Source: an optimization exercise on an open RTL-to-GDS flow (aim: small area). Production flows keep margins and buffers that such runs may drop. Only simulation tests tie the RTL to the original design; equivalence was not proved. No activity file was given, so power comes from the tool's default toggle rates.

<file path="design/flow/config.mk">
export PLATFORM = sky130hd
export DESIGN_NAME = wolf_expander
export DESIGN_NICKNAME = wolf_expander
export VERILOG_FILES = /design/flow/design.v
export SDC_FILE = /design/flow/constraint.sdc
export NUM_CORES = 4
export LEC_CHECK = 0
export CAP_MARGIN = 20
export CORE_MARGIN = 2
export CORE_UTILIZATION = 40
export PLACE_DENSITY = 0.6
export SLEW_MARGIN = 20
</file>
<file path="design/flow/constraint.sdc">
create_clock -name core_clock -period 10.0 [get_ports {clk}]
set_input_delay 2.0000 -clock core_clock [delete_from_list [all_inputs] [get_ports {clk}]]
set_output_delay 2.0000 -clock core_clock [all_outputs]
set_load 0.01 [all_outputs]
</file>
<file path="design/flow/design.v">
module wolf_expander (
    input  wire        clk,
    input  wire        rst,           
    input  wire        reg_we,
    input  wire [7:0]  reg_addr,      
    input  wire [31:0] reg_wdata,
    output reg  [31:0] reg_rdata,
    output wire        busy,
    output reg         mem_req,
    output reg         mem_we,
    output reg  [15:0] mem_addr,
    output reg  [7:0]  mem_wdata,
    input  wire        mem_ready,
    input  wire [7:0]  mem_rdata
);
    localparam [31:0] ID_VALUE = 32'h4C570007;
    localparam [7:0] ERR_NONE         = 8'h00;
    localparam [7:0] ERR_BAD_CMD      = 8'h01;
    localparam [7:0] ERR_ADDR_RANGE   = 8'h03;
    localparam [7:0] ERR_OVERLAP      = 8'h04;
    localparam [7:0] ERR_TRUNC        = 8'h05;
    localparam [7:0] ERR_LEN_MISMATCH = 8'h06;
    localparam [7:0] ERR_COUNT_OVERRUN= 8'h07;
    localparam [7:0] ERR_SRC_RANGE    = 8'h08;
    localparam [7:0] ERR_OUT_OVERFLOW = 8'h09;
    localparam [3:0] ST_IDLE  = 4'd0,
                     ST_CHECK = 4'd1,
                     ST_FETCH = 4'd2,    
                     ST_FWAIT = 4'd3,    
                     ST_LOOP  = 4'd4,    
                     ST_EMIT  = 4'd5,    
                     ST_CRD   = 4'd6,    
                     ST_CWAIT = 4'd7;    
    localparam [3:0] FB_SZ0 = 4'd0,
                     FB_SZ1 = 4'd1,
                     FB_W0  = 4'd2,
                     FB_W1  = 4'd3,
                     FB_OP1 = 4'd4,      
                     FB_OP2 = 4'd5,      
                     FB_C0  = 4'd6,      
                     FB_C1  = 4'd7,
                     FB_V0  = 4'd8,      
                     FB_V1  = 4'd9;
    localparam [1:0] EM_PAIR = 2'd0,     
                     EM_COPY = 2'd1;     
    reg [31:0] r_cmd;
    reg [31:0] r_src_base, r_src_len, r_dst_base, r_dst_cap;
    reg [15:0] r_tag;
    reg        st_busy, st_done, st_err, st_ign;
    reg [7:0]  r_errcode;
    reg [16:0] e_ip;           
    reg [16:0] e_op;           
    reg [15:0] r_size;         
    reg [3:0]  state;
    reg [3:0]  fb;             
    reg        is_rlew;        
    reg [7:0]  size_lo;
    reg [14:0] e_rem;          
    reg [7:0]  w_lo, w_hi;     
    reg [7:0]  op1;            
    reg [15:0] run_cnt;        
    reg [7:0]  e_lo, e_hi;     
    reg [1:0]  em_kind;
    reg [16:0] em_left;        
    reg [16:0] cp_src;         
    reg [7:0]  cp_data;
    assign busy = st_busy;
    always @(*) begin
        case (reg_addr[7:2])
            6'h00: reg_rdata = ID_VALUE;
            6'h01: reg_rdata = r_cmd;
            6'h02: reg_rdata = {26'd0, st_ign, 1'b0, 1'b0, st_err, st_done, st_busy};
            6'h03: reg_rdata = {24'd0, r_errcode};
            6'h04: reg_rdata = r_src_base;
            6'h05: reg_rdata = r_src_len;
            6'h06: reg_rdata = r_dst_base;
            6'h07: reg_rdata = r_dst_cap;
            6'h08: reg_rdata = {16'd0, r_tag};
            6'h0C: reg_rdata = {15'd0, e_ip};
            6'h0D: reg_rdata = {15'd0, e_op};
            6'h0E: reg_rdata = {16'd0, r_size};
            default: reg_rdata = 32'd0;
        endcase
    end
    wire        cmd_valid  = (r_cmd == 32'h1) || (r_cmd == 32'h2);
    wire [32:0] src_end    = {1'b0, r_src_base} + {1'b0, r_src_len};
    wire [32:0] dst_end    = {1'b0, r_dst_base} + {1'b0, r_dst_cap};
    wire        src_oor    = src_end > 33'h10000;
    wire        dst_oor    = dst_end > 33'h10000;
    wire        overlap    = (r_src_len != 32'd0) && (r_dst_cap != 32'd0) &&
                             ({1'b0, r_src_base} < dst_end) &&
                             ({1'b0, r_dst_base} < src_end);
    wire        src_empty  = {15'd0, e_ip} >= r_src_len;
    wire        dst_full   = {15'd0, e_op} >= r_dst_cap;
    wire [7:0]  copy_n     = w_lo;
    wire [16:0] near_dist2 = {8'd0, mem_rdata, 1'b0};           
    wire [16:0] far_idx2   = {mem_rdata, op1, 1'b0};            
    always @(*) begin
        mem_req   = 1'b0;
        mem_we    = 1'b0;
        mem_addr  = 16'd0;
        mem_wdata = 8'd0;
        case (state)
            ST_FETCH: if (!src_empty) begin
                mem_req  = 1'b1;
                mem_addr = r_src_base[15:0] + e_ip[15:0];
            end
            ST_EMIT: if (!dst_full) begin
                mem_req   = 1'b1;
                mem_we    = 1'b1;
                mem_addr  = r_dst_base[15:0] + e_op[15:0];
                mem_wdata = (em_kind == EM_COPY) ? cp_data :
                            (em_left[0] ? e_hi : e_lo);
            end
            ST_CRD: begin
                mem_req  = 1'b1;
                mem_addr = r_dst_base[15:0] + cp_src[15:0];
            end
            default: ;
        endcase
    end
    task automatic fail(input [7:0] code);
        begin
            r_errcode <= code;
            st_err    <= 1'b1;
            st_done   <= 1'b1;
            st_busy   <= 1'b0;
            state     <= ST_IDLE;
        end
    endtask
    task automatic succeed;
        begin
            st_done <= 1'b1;
            st_busy <= 1'b0;
            state   <= ST_IDLE;
        end
    endtask
    task automatic fetch(input [3:0] which);
        begin
            fb    <= which;
            state <= ST_FETCH;
        end
    endtask
    always @(posedge clk) begin
        if (rst) begin
            r_cmd      <= 32'd0;
            r_src_base <= 32'd0;
            r_src_len  <= 32'd0;
            r_dst_base <= 32'd0;
            r_dst_cap  <= 32'd0;
            r_tag      <= 16'd0;
            st_busy    <= 1'b0;
            st_done    <= 1'b0;
            st_err     <= 1'b0;
            st_ign     <= 1'b0;
            r_errcode  <= 8'd0;
            e_ip       <= 17'd0;
            e_op       <= 17'd0;
            r_size     <= 16'd0;
            state      <= ST_IDLE;
            fb         <= FB_SZ0;
            is_rlew    <= 1'b0;
            size_lo    <= 8'd0;
            e_rem      <= 15'd0;
            w_lo       <= 8'd0;
            w_hi       <= 8'd0;
            op1        <= 8'd0;
            run_cnt    <= 16'd0;
            e_lo       <= 8'd0;
            e_hi       <= 8'd0;
            em_kind    <= EM_PAIR;
            em_left    <= 17'd0;
            cp_src     <= 17'd0;
            cp_data    <= 8'd0;
        end else begin
            if (reg_we) begin
                if (st_busy) begin
                    st_ign <= 1'b1;
                end else begin
                    case (reg_addr[7:2])
                        6'h01: begin
                            r_cmd     <= reg_wdata;
                            st_busy   <= 1'b1;
                            st_done   <= 1'b0;
                            st_err    <= 1'b0;
                            st_ign    <= 1'b0;
                            r_errcode <= ERR_NONE;
                            e_ip      <= 17'd0;
                            e_op      <= 17'd0;
                            r_size    <= 16'd0;
                            state     <= ST_CHECK;
                        end
                        6'h04: r_src_base <= reg_wdata;
                        6'h05: r_src_len  <= reg_wdata;
                        6'h06: r_dst_base <= reg_wdata;
                        6'h07: r_dst_cap  <= reg_wdata;
                        6'h08: r_tag      <= reg_wdata[15:0];
                        default: ;
                    endcase
                end
            end
            case (state)
                ST_IDLE: ;
                ST_CHECK: begin
                    is_rlew <= (r_cmd == 32'h2);
                    if (!cmd_valid)      fail(ERR_BAD_CMD);
                    else if (src_oor)    fail(ERR_ADDR_RANGE);
                    else if (dst_oor)    fail(ERR_ADDR_RANGE);
                    else if (overlap)    fail(ERR_OVERLAP);
                    else                 fetch(FB_SZ0);
                end
                ST_FETCH: begin
                    if (src_empty) begin
                        fail(ERR_TRUNC);
                    end else if (mem_ready) begin
                        e_ip  <= e_ip + 17'd1;
                        state <= ST_FWAIT;
                    end
                end
                ST_FWAIT: begin
                    case (fb)
                        FB_SZ0: begin
                            size_lo <= mem_rdata;
                            fetch(FB_SZ1);
                        end
                        FB_SZ1: begin
                            r_size <= {mem_rdata, size_lo};
                            e_rem  <= {mem_rdata, size_lo[7:1]};
                            state  <= ST_LOOP;
                        end
                        FB_W0: begin
                            w_lo <= mem_rdata;
                            fetch(FB_W1);
                        end
                        FB_W1: begin
                            w_hi <= mem_rdata;
                            if (is_rlew) begin
                                if ({mem_rdata, w_lo} == r_tag) begin
                                    fetch(FB_C0);
                                end else begin
                                    e_lo    <= w_lo;
                                    e_hi    <= mem_rdata;
                                    em_kind <= EM_PAIR;
                                    em_left <= 17'd2;
                                    state   <= ST_EMIT;
                                end
                            end else begin
                                if (mem_rdata == 8'hA7 || mem_rdata == 8'hA8) begin
                                    fetch(FB_OP1);
                                end else begin
                                    e_lo    <= w_lo;
                                    e_hi    <= mem_rdata;
                                    em_kind <= EM_PAIR;
                                    em_left <= 17'd2;
                                    e_rem   <= e_rem - 15'd1;
                                    state   <= ST_EMIT;
                                end
                            end
                        end
                        FB_OP1: begin
                            op1 <= mem_rdata;
                            if (copy_n == 8'd0) begin
                                e_lo    <= mem_rdata;
                                e_hi    <= w_hi;
                                em_kind <= EM_PAIR;
                                em_left <= 17'd2;
                                e_rem   <= e_rem - 15'd1;
                                state   <= ST_EMIT;
                            end else if (w_hi == 8'hA8) begin
                                fetch(FB_OP2);
                            end else begin
                                if ({7'd0, copy_n} > e_rem) begin
                                    fail(ERR_COUNT_OVERRUN);
                                end else if (mem_rdata == 8'd0 || near_dist2 > e_op) begin
                                    fail(ERR_SRC_RANGE);
                                end else begin
                                    cp_src  <= e_op - near_dist2;
                                    em_kind <= EM_COPY;
                                    em_left <= {8'd0, copy_n, 1'b0};
                                    e_rem   <= e_rem - {7'd0, copy_n};
                                    state   <= ST_CRD;
                                end
                            end
                        end
                        FB_OP2: begin
                            if ({7'd0, copy_n} > e_rem) begin
                                fail(ERR_COUNT_OVERRUN);
                            end else if (far_idx2 >= e_op) begin
                                fail(ERR_SRC_RANGE);
                            end else begin
                                cp_src  <= far_idx2;
                                em_kind <= EM_COPY;
                                em_left <= {8'd0, copy_n, 1'b0};
                                e_rem   <= e_rem - {7'd0, copy_n};
                                state   <= ST_CRD;
                            end
                        end
                        FB_C0: begin
                            run_cnt[7:0] <= mem_rdata;
                            fetch(FB_C1);
                        end
                        FB_C1: begin
                            run_cnt[15:8] <= mem_rdata;
                            fetch(FB_V0);
                        end
                        FB_V0: begin
                            e_lo <= mem_rdata;
                            fetch(FB_V1);
                        end
                        FB_V1: begin
                            e_hi    <= mem_rdata;
                            em_kind <= EM_PAIR;
                            em_left <= {run_cnt, 1'b0};
                            state   <= (run_cnt == 16'd0) ? ST_LOOP : ST_EMIT;
                        end
                        default: state <= ST_LOOP;
                    endcase
                end
                ST_LOOP: begin
                    if (is_rlew) begin
                        if (e_op < {1'b0, r_size})        fetch(FB_W0);
                        else if (e_op != {1'b0, r_size})  fail(ERR_LEN_MISMATCH);
                        else                              succeed();
                    end else begin
                        if (e_rem != 15'd0)               fetch(FB_W0);
                        else if (e_op != {1'b0, r_size})  fail(ERR_LEN_MISMATCH);
                        else                              succeed();
                    end
                end
                ST_EMIT: begin
                    if (dst_full) begin
                        fail(ERR_OUT_OVERFLOW);
                    end else if (mem_ready) begin
                        e_op    <= e_op + 17'd1;
                        em_left <= em_left - 17'd1;
                        if (em_left == 17'd1)
                            state <= ST_LOOP;
                        else if (em_kind == EM_COPY)
                            state <= ST_CRD;
                    end
                end
                ST_CRD: begin
                    if (mem_ready) begin
                        cp_src <= cp_src + 17'd1;
                        state  <= ST_CWAIT;
                    end
                end
                ST_CWAIT: begin
                    cp_data <= mem_rdata;
                    state   <= ST_EMIT;
                end
                default: state <= ST_IDLE;
            endcase
        end
    end
endmodule
</file>
<file path="design/flow/run.sh">
#!/bin/bash
# synth_recipe.tcl (not shown) runs the flow's synth.tcl, then flattens the netlist and writes it again
# the make line also repeats each setting of config.mk as NAME=value (left out here)
make -C /OpenROAD-flow-scripts/flow DESIGN_CONFIG=/design/flow/config.mk WORK_HOME=/design/flow/orfs CLKGATE_MAP_FILE= SYNTH_SCRIPT=/design/flow/synth_recipe.tcl finish
</file>
==> impl_metrics.env <==
export IMPL_run_status="no timing/DRC/antenna violations"
export IMPL_worst_clock_skew_ns=0.0198
export IMPL_first_iter_violations=3441
export IMPL_final_common_cell="sky130_fd_sc_hd__nand2_1"
export IMPL_holdPathEnd="r_errcode[6]"
export IMPL_row_count=96
export IMPL_cts_root_buf="sky130_fd_sc_hd__clkbuf_16"
export IMPL_postSynthCellCount=3714
export IMPL_cts_reportedPaths_clkPinSlew_ns=0.06
export IMPL_firstDrtPassIters=7
export IMPL_cts_htree_levels=2
export IMPL_worst_r2r_startpoint="r_dst_cap[0]"
export IMPL_critical_path_max_fanout=37
export IMPL_clk_latency_worst_skew_pair_ns=0.60
export IMPL_synth_async_reset_ratio=0
export IMPL_final_number_of_hold_violating_endpoints=0
export IMPL_p_leak_nw=11.8
export IMPL_hold_depth=2
export IMPL_layout_worst_path_cycle_share=0.738
export IMPL_cellPowerDensity_nw_per_um2=108
export IMPL_totalNegativeSetupSlack_ns=0
export IMPL_final_cell_mix="613 x sky130_fd_sc_hd__nand2_1, 427 x sky130_fd_sc_hd__a21oi_1, 368 x sky130_fd_sc_hd__dfxtp_1, 300 x sky130_fd_sc_hd__nor2_1, 258 x sky130_fd_sc_hd__ha_1"
export IMPL_nets_finish=4052
export IMPL_timing_reg2reg_setup_slack_ns=2.99
export IMPL_cts_hold_repair_buffers=0
export IMPL_areaGrowthSynthToFinish_pct=12.8
export IMPL_antenna_found_initial=0
export IMPL_cts_tree="done"
export IMPL_die_h_um=266
export IMPL_hold_path_startpoint="r_errcode[6]"
export IMPL_coreArea_um2=68200
export IMPL_rr_worst_depth=22
export IMPL_critical_path_arrival_ns=5.38
export IMPL_synth_top_cell_area_share=0.269
export IMPL_seq_area_frac_synth=0.269
export IMPL_grt_remaining_overflow=0
export IMPL_gp_congestion=0.982
export IMPL_finalSetupViolCount=0
export IMPL_vias=28700
export IMPL_synth_main_ff_cell="sky130_fd_sc_hd__dfxtp_1"
export IMPL_cts_sink_count=368
export IMPL_synth_fp_nets=4031
export IMPL_finalWorstPathRequiredPeriod_ns=7.38
export IMPL_groute_usage_overall=0.310
export IMPL_total_of_buffers_placed_on_input_and_output_ports=108
export IMPL_dp_final_hpwl_um=81800
export IMPL_finalPower_mw=3.33
export IMPL_yosysWarnings=1
export IMPL_max_cap_viol_count=0
export IMPL_boundaryPins=111
export IMPL_syn_area_um2=27400
export IMPL_synth_enable_flop_cells=0
export IMPL_max_slew_margin=0.237
export IMPL_ant_nets=0
export IMPL_dieArea_um2=70700
export IMPL_critical_path_endpoint_type="output pin"
export IMPL_routed_wirelength_um=113000
export IMPL_drc=0
export IMPL_critPathKind="input port to output pin"
export IMPL_vias_in_the_first_global_route=25900
export IMPL_largest_net_degree_at_the_start_of_global_routing=120
export IMPL_syn_avg_cell_area_um2=7.38
export IMPL_synth_lib_cells_used_distinct=87
export IMPL_floorplan_die_width_um=266
export IMPL_r2r_end="r_errcode[7]"
export IMPL_post_drt_via_cell_ratio=6.18
export IMPL_max_clock_path_buffers=3
export IMPL_postCtsResizedCells=0
export IMPL_slew_violations=0
export IMPL_cts_setup_buffers=0
export IMPL_worstPathRequired_ns=8.00
export IMPL_tritoncts_num_buffers=44
export IMPL_crit_path_start_kind="input port"
export IMPL_rsz0062_at_grt="no"
export IMPL_routedWlPerCell_um=24.3
export IMPL_ys_ff_latch=368
export IMPL_fmax_mhz=135
export IMPL_grt_first_pass_wirelength_um=167000
export IMPL_yosys_area_top_type="sky130_fd_sc_hd__dfxtp_1"
export IMPL_drive_above_1_share=0.0510
export IMPL_tightestPinTransition_ns=1.14
export IMPL_vdd_drop_max_mv=0.0872
export IMPL_largest_cells_by_area_after_synthesis="sky130_fd_sc_hd__dfxtp_1 27%, sky130_fd_sc_hd__ha_1 12%, sky130_fd_sc_hd__nand2_1 8.4%"
export IMPL_hold_path_class="flop to flop"
export IMPL_floorplan_initialDensity=0.402
## state kept, by name, summed over array words and instances (netlist names), 15 cells and up
signal / flops
em_left: 17
r_src_len: 32
r_size: 16
e_rem: 15
e_op: 17
r_cmd: 32
run_cnt: 16
e_ip: 17
r_dst_base: 32
r_src_base: 32
cp_src: 16
r_dst_cap: 32
r_tag: 16
## worst max-delay path by stage
stage	from	end	slack, ns	cells after the start
floorplan	reg_addr[3]	reg_rdata[12]	4.41	7
global placement	reg_addr[3]	reg_rdata[7]	2.77	9
detailed placement	reg_addr[3]	reg_rdata[7]	2.78	9
CTS	reg_addr[3]	reg_rdata[7]	2.76	9
global route	r_dst_cap[0]	r_errcode[4]	2.57	22
finish	reg_addr[3]	reg_rdata[7]	2.62	9
## cell usage after synthesis (all sizes together), types with 56 or more instances
cell type and number:
o21ai 202, and3 56, dfxtp 368, a21o 61
a21oi 428, ha 258, a22oi 95, clkbuf 186
nor3 58, a211oi 56, nor2 304, nand2 617
xnor2 88, inv 147, nand3 86, nand4 56
## critical path, stage by stage
cell and delay (ns):
sky130_fd_sc_hd__clkdlybuf4s50_1 0.55, sky130_fd_sc_hd__buf_4 0.43, sky130_fd_sc_hd__nand2b_1 0.42, sky130_fd_sc_hd__nor2_1 0.08
sky130_fd_sc_hd__buf_4 0.21, sky130_fd_sc_hd__a22o_1 0.24, sky130_fd_sc_hd__a221oi_1 0.44, sky130_fd_sc_hd__nand3_1 0.39
sky130_fd_sc_hd__clkdlybuf4s50_1 0.58
## cells by family (layout without fill, tap and decap cells)
| kind of cell | Yosys count | in the layout | share of synthesized area |
|---|---|---|---|
| buffers and inverters | 346 | 395 | 0.0475 |
| AND/OR/NAND/NOR | 1409 | 1409 | 0.235 |
| XOR/XNOR | 137 | 137 | 0.0438 |
| adder cells (fa/ha/maj) | 265 | 265 | 0.123 |
| multiplexers | 51 | 51 | 0.0192 |
| AO/OA/AOI/OAI | 1137 | 1137 | 0.263 |
| flip-flops | 368 | 368 | 0.269 |
| other | 1 | 2 | 0.000137 |
## through the flow
step,utilization,area (um^2),hold slack (ns),std cells,setup WS [ns]
3_3_place_gp,0.431,29400,0.430,4571,2.77
6_report,0.453,30900,0.442,4646,2.62
3_5_place_dp,0.431,29400,0.433,4571,2.78
2_1_floorplan,-,27400,0.418,3714,4.41
4_1_cts,0.453,30900,0.442,4645,2.76
5_1_grt,0.453,30900,0.465,4645,2.57
## power by group
part	total, mW	leakage [nW]	switching [mW]	internal [mW]
Sequential	1.48	2.96	0.00698	1.47
Clock	1.67	0.715	0.704	0.965
Combinational	0.181	8.09	0.124	0.0566
Total	3.33	11.8	0.835	2.49
## per-layer routing
layer	share of wire	vias up	track usage
li1	-	13500	-
met1	0.45	13600	0.441
met2	0.42	1392	0.460
met3	0.094	218	0.0583
met4	0.042	0	0.117
met5	0	-	0
## area by class of cell
type / instances / area, um^2
antenna: 1 / 2.50
clock buffer: 54 / 1210
clock inverter: 20 / 253
fill: 6922 / 37300
inverter: 148 / 556
multi-input combinational: 3000 / 18900
sequential: 368 / 7370
tap: 882 / 1100
timing repair buffer: 173 / 1570

## what the ideal ports hide
How much do the figures lean on ideal ports? The routed layout below was timed once more, with nothing changed but the port constraints.
Step 1 (the two cells are an assumption about what drives the block):
set clk [get_ports {clk}]
set_driving_cell -lib_cell sky130_fd_sc_hd__clkbuf_16 $clk
set_driving_cell -lib_cell sky130_fd_sc_hd__buf_2 [delete_from_list [all_inputs] $clk]
Step 2 times the ports against the registers' clock, not the clock port: input delays grow and output delays shrink by t, the midpoint of the rising clock arrivals with the driver on.
a / b / c = ideal ports / drivers / drivers and shift; a / b = the first two.
t, ns: 0.660
setup WS [ns]: 2.617 / 2.589 / 2.589
hold WS [ns]: 0.442 / 0.442 / 0.442
latest minus earliest clock arrival (ns): 0.020 / 0.020
cell pins on the clock port's net: 1
After both steps setup and hold are still met in this run. The setup slack of this run moves by -0.028 ns with the drivers and by -0.028 ns with both steps.
